This is an optimization exercise on Yosys and OpenROAD, whose aim is small area, a short achievable clock period and few clock cycles per item, not a production implementation. Function was checked by simulation only, so behaviour that the tests miss may differ from the original. Power is estimated from default activity; no workload was simulated.

==> flow/design.v <==
module llmp16_mul_csa (
    input  wire [15:0] a,
    input  wire [15:0] b,
    output wire [15:0] s,
    output wire [15:0] c,
    output wire        x
);
    wire [15:0] pp [0:15];
    genvar gi;
    generate for (gi = 0; gi < 16; gi = gi + 1) begin : g_pp
        assign pp[gi] = b & {16{a[gi]}};
    end endgenerate
    wire s1 = pp[0][13] ^ pp[1][12];
    wire c2 = pp[0][13] & pp[1][12];
    wire s3 = pp[0][14] ^ pp[1][13] ^ pp[2][12];
    wire c4 = (pp[0][14] & pp[1][13]) | (pp[0][14] & pp[2][12]) | (pp[1][13] & pp[2][12]);
    wire s5 = pp[3][11] ^ pp[4][10];
    wire c6 = pp[3][11] & pp[4][10];
    wire s7 = pp[0][15] ^ pp[1][14] ^ pp[2][13];
    wire c8 = (pp[0][15] & pp[1][14]) | (pp[0][15] & pp[2][13]) | (pp[1][14] & pp[2][13]);
    wire s9 = pp[3][12] ^ pp[4][11] ^ pp[5][10];
    wire c10 = (pp[3][12] & pp[4][11]) | (pp[3][12] & pp[5][10]) | (pp[4][11] & pp[5][10]);
    wire s11 = pp[6][9] ^ pp[7][8];
    wire c12 = pp[6][9] & pp[7][8];
    wire s13 = pp[1][15] ^ pp[2][14] ^ pp[3][13];
    wire c14 = (pp[1][15] & pp[2][14]) | (pp[1][15] & pp[3][13]) | (pp[2][14] & pp[3][13]);
    wire s15 = pp[4][12] ^ pp[5][11] ^ pp[6][10];
    wire c16 = (pp[4][12] & pp[5][11]) | (pp[4][12] & pp[6][10]) | (pp[5][11] & pp[6][10]);
    wire s17 = pp[7][9] ^ pp[8][8];
    wire c18 = pp[7][9] & pp[8][8];
    wire s19 = pp[0][9] ^ pp[1][8];
    wire c20 = pp[0][9] & pp[1][8];
    wire s21 = pp[0][10] ^ pp[1][9] ^ pp[2][8];
    wire c22 = (pp[0][10] & pp[1][9]) | (pp[0][10] & pp[2][8]) | (pp[1][9] & pp[2][8]);
    wire s23 = pp[3][7] ^ pp[4][6];
    wire c24 = pp[3][7] & pp[4][6];
    wire s25 = pp[0][11] ^ pp[1][10] ^ pp[2][9];
    wire c26 = (pp[0][11] & pp[1][10]) | (pp[0][11] & pp[2][9]) | (pp[1][10] & pp[2][9]);
    wire s27 = pp[3][8] ^ pp[4][7] ^ pp[5][6];
    wire c28 = (pp[3][8] & pp[4][7]) | (pp[3][8] & pp[5][6]) | (pp[4][7] & pp[5][6]);
    wire s29 = pp[6][5] ^ pp[7][4];
    wire c30 = pp[6][5] & pp[7][4];
    wire s31 = pp[0][12] ^ pp[1][11] ^ pp[2][10];
    wire c32 = (pp[0][12] & pp[1][11]) | (pp[0][12] & pp[2][10]) | (pp[1][11] & pp[2][10]);
    wire s33 = pp[3][9] ^ pp[4][8] ^ pp[5][7];
    wire c34 = (pp[3][9] & pp[4][8]) | (pp[3][9] & pp[5][7]) | (pp[4][8] & pp[5][7]);
    wire s35 = pp[6][6] ^ pp[7][5] ^ pp[8][4];
    wire c36 = (pp[6][6] & pp[7][5]) | (pp[6][6] & pp[8][4]) | (pp[7][5] & pp[8][4]);
    wire s37 = pp[9][3] ^ pp[10][2];
    wire c38 = pp[9][3] & pp[10][2];
    wire s39 = s1 ^ pp[2][11] ^ pp[3][10];
    wire c40 = (s1 & pp[2][11]) | (s1 & pp[3][10]) | (pp[2][11] & pp[3][10]);
    wire s41 = pp[4][9] ^ pp[5][8] ^ pp[6][7];
    wire c42 = (pp[4][9] & pp[5][8]) | (pp[4][9] & pp[6][7]) | (pp[5][8] & pp[6][7]);
    wire s43 = pp[7][6] ^ pp[8][5] ^ pp[9][4];
    wire c44 = (pp[7][6] & pp[8][5]) | (pp[7][6] & pp[9][4]) | (pp[8][5] & pp[9][4]);
    wire s45 = pp[10][3] ^ pp[11][2] ^ pp[12][1];
    wire c46 = (pp[10][3] & pp[11][2]) | (pp[10][3] & pp[12][1]) | (pp[11][2] & pp[12][1]);
    wire s47 = c2 ^ s3 ^ s5;
    wire c48 = (c2 & s3) | (c2 & s5) | (s3 & s5);
    wire s49 = pp[5][9] ^ pp[6][8] ^ pp[7][7];
    wire c50 = (pp[5][9] & pp[6][8]) | (pp[5][9] & pp[7][7]) | (pp[6][8] & pp[7][7]);
    wire s51 = pp[8][6] ^ pp[9][5] ^ pp[10][4];
    wire c52 = (pp[8][6] & pp[9][5]) | (pp[8][6] & pp[10][4]) | (pp[9][5] & pp[10][4]);
    wire s53 = pp[11][3] ^ pp[12][2] ^ pp[13][1];
    wire c54 = (pp[11][3] & pp[12][2]) | (pp[11][3] & pp[13][1]) | (pp[12][2] & pp[13][1]);
    wire s55 = c4 ^ c6 ^ s7;
    wire c56 = (c4 & c6) | (c4 & s7) | (c6 & s7);
    wire s57 = s9 ^ s11 ^ pp[8][7];
    wire c58 = (s9 & s11) | (s9 & pp[8][7]) | (s11 & pp[8][7]);
    wire s59 = pp[9][6] ^ pp[10][5] ^ pp[11][4];
    wire c60 = (pp[9][6] & pp[10][5]) | (pp[9][6] & pp[11][4]) | (pp[10][5] & pp[11][4]);
    wire s61 = pp[12][3] ^ pp[13][2] ^ pp[14][1];
    wire c62 = (pp[12][3] & pp[13][2]) | (pp[12][3] & pp[14][1]) | (pp[13][2] & pp[14][1]);
    wire s63 = c8 ^ c10 ^ c12;
    wire c64 = (c8 & c10) | (c8 & c12) | (c10 & c12);
    wire s65 = s13 ^ s15 ^ s17;
    wire c66 = (s13 & s15) | (s13 & s17) | (s15 & s17);
    wire s67 = pp[9][7] ^ pp[10][6] ^ pp[11][5];
    wire c68 = (pp[9][7] & pp[10][6]) | (pp[9][7] & pp[11][5]) | (pp[10][6] & pp[11][5]);
    wire s69 = pp[12][4] ^ pp[13][3] ^ pp[14][2];
    wire c70 = (pp[12][4] & pp[13][3]) | (pp[12][4] & pp[14][2]) | (pp[13][3] & pp[14][2]);
    wire s71 = pp[0][6] ^ pp[1][5];
    wire c72 = pp[0][6] & pp[1][5];
    wire s73 = pp[0][7] ^ pp[1][6] ^ pp[2][5];
    wire c74 = (pp[0][7] & pp[1][6]) | (pp[0][7] & pp[2][5]) | (pp[1][6] & pp[2][5]);
    wire s75 = pp[3][4] ^ pp[4][3];
    wire c76 = pp[3][4] & pp[4][3];
    wire s77 = pp[0][8] ^ pp[1][7] ^ pp[2][6];
    wire c78 = (pp[0][8] & pp[1][7]) | (pp[0][8] & pp[2][6]) | (pp[1][7] & pp[2][6]);
    wire s79 = pp[3][5] ^ pp[4][4] ^ pp[5][3];
    wire c80 = (pp[3][5] & pp[4][4]) | (pp[3][5] & pp[5][3]) | (pp[4][4] & pp[5][3]);
    wire s81 = pp[6][2] ^ pp[7][1];
    wire c82 = pp[6][2] & pp[7][1];
    wire s83 = s19 ^ pp[2][7] ^ pp[3][6];
    wire c84 = (s19 & pp[2][7]) | (s19 & pp[3][6]) | (pp[2][7] & pp[3][6]);
    wire s85 = pp[4][5] ^ pp[5][4] ^ pp[6][3];
    wire c86 = (pp[4][5] & pp[5][4]) | (pp[4][5] & pp[6][3]) | (pp[5][4] & pp[6][3]);
    wire s87 = pp[7][2] ^ pp[8][1] ^ pp[9][0];
    wire c88 = (pp[7][2] & pp[8][1]) | (pp[7][2] & pp[9][0]) | (pp[8][1] & pp[9][0]);
    wire s89 = c20 ^ s21 ^ s23;
    wire c90 = (c20 & s21) | (c20 & s23) | (s21 & s23);
    wire s91 = pp[5][5] ^ pp[6][4] ^ pp[7][3];
    wire c92 = (pp[5][5] & pp[6][4]) | (pp[5][5] & pp[7][3]) | (pp[6][4] & pp[7][3]);
    wire s93 = pp[8][2] ^ pp[9][1] ^ pp[10][0];
    wire c94 = (pp[8][2] & pp[9][1]) | (pp[8][2] & pp[10][0]) | (pp[9][1] & pp[10][0]);
    wire s95 = c22 ^ c24 ^ s25;
    wire c96 = (c22 & c24) | (c22 & s25) | (c24 & s25);
    wire s97 = s27 ^ s29 ^ pp[8][3];
    wire c98 = (s27 & s29) | (s27 & pp[8][3]) | (s29 & pp[8][3]);
    wire s99 = pp[9][2] ^ pp[10][1] ^ pp[11][0];
    wire c100 = (pp[9][2] & pp[10][1]) | (pp[9][2] & pp[11][0]) | (pp[10][1] & pp[11][0]);
    wire s101 = c26 ^ c28 ^ c30;
    wire c102 = (c26 & c28) | (c26 & c30) | (c28 & c30);
    wire s103 = s31 ^ s33 ^ s35;
    wire c104 = (s31 & s33) | (s31 & s35) | (s33 & s35);
    wire s105 = s37 ^ pp[11][1] ^ pp[12][0];
    wire c106 = (s37 & pp[11][1]) | (s37 & pp[12][0]) | (pp[11][1] & pp[12][0]);
    wire s107 = c32 ^ c34 ^ c36;
    wire c108 = (c32 & c34) | (c32 & c36) | (c34 & c36);
    wire s109 = c38 ^ s39 ^ s41;
    wire c110 = (c38 & s39) | (c38 & s41) | (s39 & s41);
    wire s111 = s43 ^ s45 ^ pp[13][0];
    wire c112 = (s43 & s45) | (s43 & pp[13][0]) | (s45 & pp[13][0]);
    wire s113 = c40 ^ c42 ^ c44;
    wire c114 = (c40 & c42) | (c40 & c44) | (c42 & c44);
    wire s115 = c46 ^ s47 ^ s49;
    wire c116 = (c46 & s47) | (c46 & s49) | (s47 & s49);
    wire s117 = s51 ^ s53 ^ pp[14][0];
    wire c118 = (s51 & s53) | (s51 & pp[14][0]) | (s53 & pp[14][0]);
    wire s119 = c48 ^ c50 ^ c52;
    wire c120 = (c48 & c50) | (c48 & c52) | (c50 & c52);
    wire s121 = c54 ^ s55 ^ s57;
    wire c122 = (c54 & s55) | (c54 & s57) | (s55 & s57);
    wire s123 = s59 ^ s61 ^ pp[15][0];
    wire c124 = (s59 & s61) | (s59 & pp[15][0]) | (s61 & pp[15][0]);
    wire s125 = c56 ^ c58 ^ c60;
    wire c126 = (c56 & c58) | (c56 & c60) | (c58 & c60);
    wire s127 = c62 ^ s63 ^ s65;
    wire c128 = (c62 & s63) | (c62 & s65) | (s63 & s65);
    wire s129 = s67 ^ s69 ^ pp[15][1];
    wire c130 = (s67 & s69) | (s67 & pp[15][1]) | (s69 & pp[15][1]);
    wire s131 = pp[0][4] ^ pp[1][3];
    wire c132 = pp[0][4] & pp[1][3];
    wire s133 = pp[0][5] ^ pp[1][4] ^ pp[2][3];
    wire c134 = (pp[0][5] & pp[1][4]) | (pp[0][5] & pp[2][3]) | (pp[1][4] & pp[2][3]);
    wire s135 = pp[3][2] ^ pp[4][1];
    wire c136 = pp[3][2] & pp[4][1];
    wire s137 = s71 ^ pp[2][4] ^ pp[3][3];
    wire c138 = (s71 & pp[2][4]) | (s71 & pp[3][3]) | (pp[2][4] & pp[3][3]);
    wire s139 = pp[4][2] ^ pp[5][1] ^ pp[6][0];
    wire c140 = (pp[4][2] & pp[5][1]) | (pp[4][2] & pp[6][0]) | (pp[5][1] & pp[6][0]);
    wire s141 = c72 ^ s73 ^ s75;
    wire c142 = (c72 & s73) | (c72 & s75) | (s73 & s75);
    wire s143 = pp[5][2] ^ pp[6][1] ^ pp[7][0];
    wire c144 = (pp[5][2] & pp[6][1]) | (pp[5][2] & pp[7][0]) | (pp[6][1] & pp[7][0]);
    wire s145 = c74 ^ c76 ^ s77;
    wire c146 = (c74 & c76) | (c74 & s77) | (c76 & s77);
    wire s147 = s79 ^ s81 ^ pp[8][0];
    wire c148 = (s79 & s81) | (s79 & pp[8][0]) | (s81 & pp[8][0]);
    wire s149 = c78 ^ c80 ^ c82;
    wire c150 = (c78 & c80) | (c78 & c82) | (c80 & c82);
    wire s151 = s83 ^ s85 ^ s87;
    wire c152 = (s83 & s85) | (s83 & s87) | (s85 & s87);
    wire s153 = c84 ^ c86 ^ c88;
    wire c154 = (c84 & c86) | (c84 & c88) | (c86 & c88);
    wire s155 = s89 ^ s91 ^ s93;
    wire c156 = (s89 & s91) | (s89 & s93) | (s91 & s93);
    wire s157 = c90 ^ c92 ^ c94;
    wire c158 = (c90 & c92) | (c90 & c94) | (c92 & c94);
    wire s159 = s95 ^ s97 ^ s99;
    wire c160 = (s95 & s97) | (s95 & s99) | (s97 & s99);
    wire s161 = c96 ^ c98 ^ c100;
    wire c162 = (c96 & c98) | (c96 & c100) | (c98 & c100);
    wire s163 = s101 ^ s103 ^ s105;
    wire c164 = (s101 & s103) | (s101 & s105) | (s103 & s105);
    wire s165 = c102 ^ c104 ^ c106;
    wire c166 = (c102 & c104) | (c102 & c106) | (c104 & c106);
    wire s167 = s107 ^ s109 ^ s111;
    wire c168 = (s107 & s109) | (s107 & s111) | (s109 & s111);
    wire s169 = c108 ^ c110 ^ c112;
    wire c170 = (c108 & c110) | (c108 & c112) | (c110 & c112);
    wire s171 = s113 ^ s115 ^ s117;
    wire c172 = (s113 & s115) | (s113 & s117) | (s115 & s117);
    wire s173 = c114 ^ c116 ^ c118;
    wire c174 = (c114 & c116) | (c114 & c118) | (c116 & c118);
    wire s175 = s119 ^ s121 ^ s123;
    wire c176 = (s119 & s121) | (s119 & s123) | (s121 & s123);
    wire s177 = c120 ^ c122 ^ c124;
    wire c178 = (c120 & c122) | (c120 & c124) | (c122 & c124);
    wire s179 = s125 ^ s127 ^ s129;
    wire c180 = (s125 & s127) | (s125 & s129) | (s127 & s129);
    wire s181 = pp[0][3] ^ pp[1][2];
    wire c182 = pp[0][3] & pp[1][2];
    wire s183 = s131 ^ pp[2][2] ^ pp[3][1];
    wire c184 = (s131 & pp[2][2]) | (s131 & pp[3][1]) | (pp[2][2] & pp[3][1]);
    wire s185 = c132 ^ s133 ^ s135;
    wire c186 = (c132 & s133) | (c132 & s135) | (s133 & s135);
    wire s187 = c134 ^ c136 ^ s137;
    wire c188 = (c134 & c136) | (c134 & s137) | (c136 & s137);
    wire s189 = c138 ^ c140 ^ s141;
    wire c190 = (c138 & c140) | (c138 & s141) | (c140 & s141);
    wire s191 = c142 ^ c144 ^ s145;
    wire c192 = (c142 & c144) | (c142 & s145) | (c144 & s145);
    wire s193 = c146 ^ c148 ^ s149;
    wire c194 = (c146 & c148) | (c146 & s149) | (c148 & s149);
    wire s195 = c150 ^ c152 ^ s153;
    wire c196 = (c150 & c152) | (c150 & s153) | (c152 & s153);
    wire s197 = c154 ^ c156 ^ s157;
    wire c198 = (c154 & c156) | (c154 & s157) | (c156 & s157);
    wire s199 = c158 ^ c160 ^ s161;
    wire c200 = (c158 & c160) | (c158 & s161) | (c160 & s161);
    wire s201 = c162 ^ c164 ^ s165;
    wire c202 = (c162 & c164) | (c162 & s165) | (c164 & s165);
    wire s203 = c166 ^ c168 ^ s169;
    wire c204 = (c166 & c168) | (c166 & s169) | (c168 & s169);
    wire s205 = c170 ^ c172 ^ s173;
    wire c206 = (c170 & c172) | (c170 & s173) | (c172 & s173);
    wire s207 = c174 ^ c176 ^ s177;
    wire c208 = (c174 & c176) | (c174 & s177) | (c176 & s177);
    wire s209 = pp[0][2] ^ pp[1][1];
    wire c210 = pp[0][2] & pp[1][1];
    wire s211 = s181 ^ pp[2][1] ^ pp[3][0];
    wire c212 = (s181 & pp[2][1]) | (s181 & pp[3][0]) | (pp[2][1] & pp[3][0]);
    wire s213 = c182 ^ s183 ^ pp[4][0];
    wire c214 = (c182 & s183) | (c182 & pp[4][0]) | (s183 & pp[4][0]);
    wire s215 = c184 ^ s185 ^ pp[5][0];
    wire c216 = (c184 & s185) | (c184 & pp[5][0]) | (s185 & pp[5][0]);
    wire s217 = c186 ^ s187 ^ s139;
    wire c218 = (c186 & s187) | (c186 & s139) | (s187 & s139);
    wire s219 = c188 ^ s189 ^ s143;
    wire c220 = (c188 & s189) | (c188 & s143) | (s189 & s143);
    wire s221 = c190 ^ s191 ^ s147;
    wire c222 = (c190 & s191) | (c190 & s147) | (s191 & s147);
    wire s223 = c192 ^ s193 ^ s151;
    wire c224 = (c192 & s193) | (c192 & s151) | (s193 & s151);
    wire s225 = c194 ^ s195 ^ s155;
    wire c226 = (c194 & s195) | (c194 & s155) | (s195 & s155);
    wire s227 = c196 ^ s197 ^ s159;
    wire c228 = (c196 & s197) | (c196 & s159) | (s197 & s159);
    wire s229 = c198 ^ s199 ^ s163;
    wire c230 = (c198 & s199) | (c198 & s163) | (s199 & s163);
    wire s231 = c200 ^ s201 ^ s167;
    wire c232 = (c200 & s201) | (c200 & s167) | (s201 & s167);
    wire s233 = c202 ^ s203 ^ s171;
    wire c234 = (c202 & s203) | (c202 & s171) | (s203 & s171);
    wire s235 = c204 ^ s205 ^ s175;
    wire c236 = (c204 & s205) | (c204 & s175) | (s205 & s175);
    wire s237 = c206 ^ s207 ^ s179;
    wire c238 = (c206 & s207) | (c206 & s179) | (s207 & s179);
    assign s[0] = pp[0][0];
    assign c[0] = 1'b0;
    assign s[1] = pp[0][1];
    assign c[1] = pp[1][0];
    assign s[2] = s209;
    assign c[2] = pp[2][0];
    assign s[3] = c210;
    assign c[3] = s211;
    assign s[4] = c212;
    assign c[4] = s213;
    assign s[5] = c214;
    assign c[5] = s215;
    assign s[6] = c216;
    assign c[6] = s217;
    assign s[7] = c218;
    assign c[7] = s219;
    assign s[8] = c220;
    assign c[8] = s221;
    assign s[9] = c222;
    assign c[9] = s223;
    assign s[10] = c224;
    assign c[10] = s225;
    assign s[11] = c226;
    assign c[11] = s227;
    assign s[12] = c228;
    assign c[12] = s229;
    assign s[13] = c230;
    assign c[13] = s231;
    assign s[14] = c232;
    assign c[14] = s233;
    assign s[15] = c234;
    assign c[15] = s235;
    assign x = c236 ^ s237;
endmodule
module llmp16_msb (
    input  wire [15:0] v,
    output wire [3:0]  p
);
    wire h3 = |v[15:8];
    wire [7:0] v8 = h3 ? v[15:8] : v[7:0];
    wire h2 = |v8[7:4];
    wire [3:0] v4 = h2 ? v8[7:4] : v8[3:0];
    wire h1 = |v4[3:2];
    wire [1:0] v2 = h1 ? v4[3:2] : v4[1:0];
    assign p = {h3, h2, h1, v2[1]};
endmodule
module llmp16_alu (
    input  wire        clk,
    input  wire        rst,           
    input  wire        in_valid,
    output wire        in_ready,
    input  wire [15:0] in_instr,      
    input  wire [15:0] in_a,          
    input  wire [15:0] in_b,          
    output reg         out_valid,
    output reg  [15:0] out_result,
    output reg  [3:0]  out_dest,
    output reg         out_reg_we,
    output wire [3:0]  out_flags,     
    output reg         out_flags_we
);
    localparam [3:0] OP_NOP = 4'd0,  OP_ADD = 4'd1,  OP_SUB = 4'd2,  OP_CMP = 4'd3,
                     OP_AND = 4'd4,  OP_TST = 4'd5,  OP_OR  = 4'd6,  OP_XOR = 4'd7,
                     OP_SHL = 4'd8,  OP_SHR = 4'd9,  OP_SAR = 4'd10, OP_MUL = 4'd11,
                     OP_DIV = 4'd12, OP_MOD = 4'd13;
    wire [3:0] cls = in_instr[15:12];
    wire [3:0] t   = in_instr[11:8];
    wire [3:0] fx  = in_instr[7:4];
    wire [3:0] fy  = in_instr[3:0];
    wire       c23 = (cls == 4'h2) || (cls == 4'h3);
    wire       c4  = (cls == 4'h4);
    reg  [3:0]  d_op;
    reg  [15:0] d_a, d_b;
    always @* begin
        d_op = OP_NOP;
        d_a  = in_a;
        d_b  = in_b;
        if (c23) begin
            case (t)
                4'd0: d_op = OP_ADD;
                4'd1: d_op = OP_SUB;
                4'd2: d_op = OP_MUL;
                4'd3: d_op = OP_DIV;
                4'd4: d_op = OP_MOD;
                4'd5: d_op = OP_AND;
                4'd6: d_op = OP_OR;
                4'd7: d_op = OP_XOR;
                4'd8: d_op = OP_CMP;
                4'd9: d_op = OP_TST;
                default: d_op = OP_NOP;
            endcase
        end else if (c4) begin
            case (t)
                4'd0: begin d_op = OP_ADD; d_b = 16'd1; end             
                4'd1: begin d_op = OP_SUB; d_b = 16'd1; end             
                4'd2: begin d_op = OP_XOR; d_b = 16'hFFFF; end          
                4'd3: begin d_op = OP_SUB; d_a = 16'd0; d_b = in_a; end  
                4'd4: d_op = OP_SHL;
                4'd5: d_op = OP_SHR;
                4'd6: d_op = OP_SAR;
                4'd7: begin d_op = OP_SHL; d_b = {12'd0, fy}; end
                4'd8: begin d_op = OP_SHR; d_b = {12'd0, fy}; end
                4'd9: begin d_op = OP_SAR; d_b = {12'd0, fy}; end
                default: d_op = OP_NOP;
            endcase
        end
    end
    wire d_shl = (d_op == OP_SHL);
    wire d_big = |d_b[15:5];
    wire [15:0] d_a_rev;
    genvar gi;
    generate for (gi = 0; gi < 16; gi = gi + 1) begin : g_arev
        assign d_a_rev[gi] = in_a[15 - gi];
    end endgenerate
    wire d_multi = in_valid && (d_op == OP_MUL || d_op == OP_DIV || d_op == OP_MOD);
    reg        ready_r;       
    reg        v_r;           
    reg [3:0]  op_r;
    reg [3:0]  dest_r;
    reg [15:0] a_r, b_r;      
    reg        mul_p2;        
    reg        h_r, x_r;      
    reg        big_r;         
    reg        fc_r, fv_r;    
    reg        div_run;       
    reg [3:0]  cnt;           
    assign in_ready = ready_r;
    assign out_flags = {out_result[15], out_result == 16'd0, fc_r, fv_r};
    wire e_add = (op_r == OP_ADD);
    wire e_sub = (op_r == OP_SUB) || (op_r == OP_CMP);
    wire e_and = (op_r == OP_AND) || (op_r == OP_TST);
    wire e_or  = (op_r == OP_OR);
    wire e_xor = (op_r == OP_XOR);
    wire e_shl = (op_r == OP_SHL);
    wire e_shr = (op_r == OP_SHR);
    wire e_sar = (op_r == OP_SAR);
    wire e_mul = (op_r == OP_MUL);
    wire e_mod = (op_r == OP_MOD);
    wire e_dm  = (op_r == OP_DIV) || e_mod;
    wire e_nop = (op_r == OP_NOP);
    wire        sub_mode = e_sub || e_dm;
    wire [15:0] bx  = b_r ^ {16{sub_mode}};
    wire [16:0] sum = {1'b0, a_r} + {1'b0, bx} + {16'd0, sub_mode};
    wire        cout = sum[16];
    wire        add_c = sub_mode ? !cout : cout;
    wire        add_v = (a_r[15] == bx[15]) && (sum[15] != a_r[15]);
    wire        div_first = e_dm && !div_run;
    wire        b_zero = (b_r == 16'd0);
    wire        fits   = cout;                  
    wire [3:0]  msb_a, msb_b;
    llmp16_msb u_msb_a (.v(a_r), .p(msb_a));
    llmp16_msb u_msb_b (.v(b_r), .p(msb_b));
    wire [3:0]  k = msb_a - msb_b;              
    wire        div_done_first = b_zero || !fits;
    wire [15:0] quo = div_run ? {out_result[14:0], fits} : 16'd0;
    wire [15:0] rem = fits ? sum[15:0] : a_r;
    wire        sh_left = e_shl || div_first;
    wire [15:0] sh_x;
    wire [15:0] sh_r;
    generate for (gi = 0; gi < 16; gi = gi + 1) begin : g_rev
        assign sh_x[gi] = div_first ? b_r[15 - gi] : a_r[gi];
    end endgenerate
    wire        sh_f   = e_sar && a_r[15];
    wire [4:0]  sh_n   = div_first ? {1'b0, k} : b_r[4:0];
    wire        sh_big = !div_first && big_r;
    wire [16:0] s0 = {sh_x, 1'b0};
    wire [16:0] s1 = sh_n[0] ? {sh_f, s0[16:1]} : s0;
    wire [16:0] s2 = sh_n[1] ? {{2{sh_f}}, s1[16:2]} : s1;
    wire [16:0] s3 = sh_n[2] ? {{4{sh_f}}, s2[16:4]} : s2;
    wire [16:0] s4 = sh_n[3] ? {{8{sh_f}}, s3[16:8]} : s3;
    wire [16:0] s5 = sh_big ? {17{sh_f}} : sh_n[4] ? {{16{sh_f}}, s4[16]} : s4;
    generate for (gi = 0; gi < 16; gi = gi + 1) begin : g_rev2
        assign sh_r[gi] = sh_left ? s5[16 - gi] : s5[gi + 1];
    end endgenerate
    wire        sh_c = s5[0];
    wire [15:0] csa_s, csa_c;
    wire        csa_x;
    llmp16_mul_csa u_csa (.a(a_r), .b(b_r), .s(csa_s), .c(csa_c), .x(csa_x));
    wire [15:0] pb;    
    assign pb[15] = b_r[15];
    generate for (gi = 0; gi < 15; gi = gi + 1) begin : g_pb
        assign pb[gi] = pb[gi + 1] | b_r[gi];
    end endgenerate
    wire [15:1] hterm;
    generate for (gi = 1; gi < 16; gi = gi + 1) begin : g_h
        assign hterm[gi] = a_r[gi] & pb[16 - gi];
    end endgenerate
    wire        mul_h = |hterm;
    reg  [15:0] r;
    reg         fc, fv;
    always @* begin
        r  = sum[15:0];
        fc = 1'b0;
        fv = 1'b0;
        if (e_add || e_sub) begin
            fc = add_c; fv = add_v;
        end else if (e_mul) begin
            fc = h_r || (x_r ^ cout);
        end else if (e_and) r = a_r & b_r;
        else if (e_or)  r = a_r | b_r;
        else if (e_xor) r = a_r ^ b_r;
        else if (e_shl || e_shr || e_sar) begin
            r = sh_r; fc = sh_c;
        end else if (e_dm) begin
            r = (e_mod && !(div_first && !div_done_first) && !(div_run && cnt != 4'd0)) ? rem : quo;
        end
    end
    wire mul_p1 = e_mul && !mul_p2;
    wire fin    = v_r && (e_mul ? mul_p2 :
                          e_dm  ? (div_run ? (cnt == 4'd0) : div_done_first) : 1'b1);
    always @(posedge clk) begin
        out_result   <= r;
        fc_r         <= fc;
        fv_r         <= fv;
        out_dest     <= dest_r;
        out_reg_we   <= !(e_nop || op_r == OP_CMP || op_r == OP_TST || (e_dm && b_zero));
        out_flags_we <= !(e_nop || (e_dm && b_zero));
        if (ready_r) begin
            a_r    <= d_shl ? d_a_rev : d_a;
            big_r  <= d_big;
            b_r    <= d_b;
            op_r   <= d_op;
            dest_r <= c4 ? fx : 4'd0;
        end else if (mul_p1) begin
            a_r <= csa_s;
            b_r <= csa_c;
        end else if (div_first) begin
            b_r <= sh_r;
        end else begin
            if (fits) a_r <= sum[15:0];
            b_r <= {1'b0, b_r[15:1]};
        end
        h_r <= mul_h;
        x_r <= csa_x;
        cnt <= div_run ? cnt - 4'd1 : k;
        if (rst) begin
            ready_r   <= 1'b1;
            v_r       <= 1'b0;
            out_valid <= 1'b0;
            mul_p2    <= 1'b0;
            div_run   <= 1'b0;
        end else begin
            out_valid <= fin;
            v_r       <= ready_r ? in_valid : !fin;
            mul_p2    <= v_r && mul_p1;
            div_run   <= v_r && e_dm && (div_run ? (cnt != 4'd0) : !div_done_first);
            ready_r   <= ready_r ? !d_multi :
                         mul_p1  ? 1'b1 :
                         div_run ? (cnt == 4'd1) :
                         (div_done_first || k == 4'd0);
        end
    end
endmodule
==> flow/run.sh <==
#!/bin/bash
# synth_recipe.tcl (not shown) runs the flow's synth.tcl, then flattens the netlist and writes it again
# the make line also repeats each setting of config.mk as NAME=value (left out here)
make -C /OpenROAD-flow-scripts/flow DESIGN_CONFIG=/design/flow/config.mk WORK_HOME=/design/flow/orfs CLKGATE_MAP_FILE= SYNTH_SCRIPT=/design/flow/synth_recipe.tcl finish
==> flow/config.mk <==
export PLATFORM = sky130hd
export DESIGN_NAME = llmp16_alu
export DESIGN_NICKNAME = llmp16_alu
export VERILOG_FILES = /design/flow/design.v
export SDC_FILE = /design/flow/constraint.sdc
export NUM_CORES = 4
export LEC_CHECK = 0
export CAP_MARGIN = 20
export CORE_MARGIN = 2
export CORE_UTILIZATION = 40
export SLEW_MARGIN = 20
==> flow/constraint.sdc <==
create_clock -name core_clock -period 10.0 [get_ports {clk}]
set_input_delay 2.0000 -clock core_clock [delete_from_list [all_inputs] [get_ports {clk}]]
set_output_delay 2.0000 -clock core_clock [all_outputs]
set_load 0.01 [all_outputs]
==> flow_summary.toml <==
[cts]
path_clk_slew_ns = 0.07
cts_buffer_depth = 2
ctsHoldBuffers = 0
post-cts-setup-buffer-count = 0
cts-resized-gates = 0
htree_levels = 3
cts_buffers = 9
root_buffer = "clkbuf_16"
cts_num_sinks = 76
cts_tree = "built"
clock_latency_ns = 0.36

[setup_path]
cp_max_fo = 26
slowest_delay_ns = 0.75
slowest_stage = "mux2i_1"
crit_top_cell = "nor2_1"
critPathKind = "reg2reg"
startpoint_type = "flip-flop"
cp-end-kind = "flip-flop"
crit_path_cell_trace = "or4_1 -> o21bai_1 -> nor2_1 -> a211oi_1 -> a21oi_1 -> ha_1 -> inv_1 -> fa_1 -> buf_4 -> mux2i_1 -> nor2_1 -> o31ai_1 -> o32a_1 -> o221ai_1 -> o21ai_0 -> o22ai_1"
crit_required_ns = 10.21
arrival_ns = 6.09
ff2ff_path_depth = 16

[grt]
grt-ovfl-total = 0
grt_pass1_wl_um = 85300
grt_pass1_vias = 12600
grt_usage_pct = 37.0
grt_max_degree = 57
antenna_found_initial = 2

[synthesis]
synth_edf_count = 25
synth_area_per_cell_um2 = 7.33
synthesis.instances = 1648
yosysUniqueCellTypes = 83
synth-async-reset-ratio_pct = 0
synth_fp_nets = 1863
yosysWarnings = 2
ys_ff_latch = 76
ys.flop_type = "dfxtp_1"
yosysSeqAreaShare_pct = 14.7
syn-cell-area_um2 = 12100

[detailed_routing]
dr.pass1.iters = 9
drt_iter0_drc = 2106
wl_um = 58000
routedWlPerCell_um = 28.3
postRouteAntennaNets = 0
drc_errors = 0
vias = 13200
via_per_inst = 6.45

[place]
dp_hpwl_um = 43900
placed_area_um2 = 13100
io_buffer_count = 78
gp_congestion = 1.03

[timing]
maxSlewHeadroom_pct = 24.4
tightest_slew_ns = 1.12
tns_ns = 0
rsz0062_at_grt = "false"
setup_viol = 0
hold_viol = 0
fmax_ghz = 0.170
period_needed_ns = 5.88
fin_crit_sh_pct = 58.8
fin_worst_skew_ns = 0.0180
drv_slew = 0

[die]
ioPinCount = 79
initial_core_util_pct = 40.6
die_x_um = 178
die-area_um2 = 31600
die_h_um = 178
coreArea_um2 = 29700
rows = 63

[cells_and_area]
layout-drive-gt1-share_pct = 4.77
final_nets = 1866
area_growth_syn_to_layout_pct = 11.3
final_common_cell = "nor2_1"
final_area_um2 = 13400
final_cell_mix = "nor2_1 (222), nand2_1 (193), a21oi_1 (149), inv_1 (143), o21ai_0 (110)"

[power_and_ir_drop]
p_per_area_nw_per_um2 = 146
power.leakage_nw = 5.63
ir_drop_uv = 86.4

[worst_hold_path]
hold-path-cell-count = 0
hold_path.class = "reg2reg"

[run_status]
outcome = "timing/DRC/antenna clean"

[run]
cap_viol_max_count = 0
-- critical path: cells and delay by family (launching register included) --
family / cells / cell delay (ns)
compound gates: 8 / 2.46
fa+ha+maj: 2 / 0.59
buf+inv: 2 / 0.34
flops: 1 / 0.66
mux: 1 / 0.75
simple gates: 3 / 0.92
-- cell usage after synthesis (all sizes together), types with 10 or more instances --
cell,count,area (µm²)
o21ai,113,566
o221ai,21,184
a31oi,22,138
dfxtp,51,1020
nor4,15,100
o21a,10,75.1
and2,14,87.6
o22ai,16,100
nor2,225,866
a21o,10,75.1
a211oi,16,120
inv,145,544
xnor2,51,454
o211ai,29,223
nor3,25,125
mux2i,33,347
clkbuf,90,338
o31ai,13,97.6
a221oi,12,105
nand3,29,145
ha,71,888
nand2,193,724
a21oi,150,754
xor2,11,96.3
buf,30,150
fa,93,1860
edfxtp,25,751
-- registers in the layout, summed over array words and instances (netlist names) --
| signal | count |
|---|---|
| mul_p2 | 1 |
| x_r | 1 |
| ready_r | 1 |
| out_flags_we | 1 |
| b_r | 16 |
| fv_r | 1 |
| big_r | 1 |
| out_reg_we | 1 |
| a_r | 16 |
| fc_r | 1 |
| div_run | 1 |
| h_r | 1 |
| out_dest | 4 |
| out_valid | 1 |
| v_r | 1 |
| op_r | 4 |
| out_result | 16 |
| cnt | 4 |
| dest_r | 4 |
-- through the flow --
stage               instances  worst slack [ns]  hold WS [ns]  power [mW]  utilization, %
floorplan                1648              5.18         0.323        1.10               -
global placement         2030              4.24         0.326        1.59            44.2
detailed placement       2030              4.36         0.329        1.59            44.2
CTS                      2046              4.35         0.344        1.94            45.2
global route             2046              3.98         0.356        2.06            45.2
finish                   2047              4.12         0.336        1.96            45.2
-- worst paths after layout --
check | start | end | slack, ns
max | a_r[11] | b_r[12] | 4.12
min | dest_r[1] | out_dest[1] | 0.34
max reg2reg | a_r[11] | b_r[12] | 4.12
min reg2reg | dest_r[1] | out_dest[1] | 0.34
-- cell type report --
class / count / area, µm²
fillers: 3119 / 16300
multi-input cells: 1299 / 9270
flip-flops and latches: 76 / 1770
repair buffers: 112 / 1040
inverters: 153 / 574
well taps: 390 / 488
clock buffers: 10 / 229
clock inverters: 6 / 66.3
diodes: 1 / 2.50
-- metal layers --
layer  vias up  part of all wire [%]  GRT usage [%]
li1       5734                     -              -
met1      6306                    41           50.6
met2       981                    42           55.0
met3       180                    11           8.44
met4         2                   5.5           17.6
met5         -                 0.022              0
-- report_power, final --
part | total (mW) | internal, mW | switching, mW
registers | 0.433 | 0.362 | 0.0713
clock network | 0.353 | 0.195 | 0.158
logic | 1.17 | 0.472 | 0.701
total | 1.96 | 1.03 | 0.931
-- logic make-up after synthesis --
kind of cell	after synthesis	share of synthesized area, %
buf+inv	273	8.80
xor+xnor	62	4.56
fa+ha+maj	164	22.8
flops	76	14.7
simple gates	553	19.9
mux	43	4.18
compound gates	477	25.1
Testbench counts, summed over its fixed seeds: cycles 16,848, ops 12,000.

-- re-timing with driven ports --
In the flow no input, the clock included, has a driving cell. The finished layout below was timed again as built, in two steps.
Step 1 sets driving cells, clkbuf_16 on the clock port and buf_2 on the other inputs (assumed; they add their load-dependent delay and slew).
Step 2 also shifts input and output timing later by t, the mid clock arrival at the registers, as if the neighbouring blocks saw the same clock.
Three values: ideal, step 1, step 2; two values: the first two.
shift t [ns]: 0.397
setup slack, ns: 4.116 / 4.116 / 4.116
hold slack, ns: 0.336 / 0.336 / 0.336
worst setup path at the end: register to register
pins driven straight from the clock port: 1
After both steps this run still meets setup and hold. The setup slack of this run moves by 0.000 ns with the drivers and by 0.000 ns with both steps.
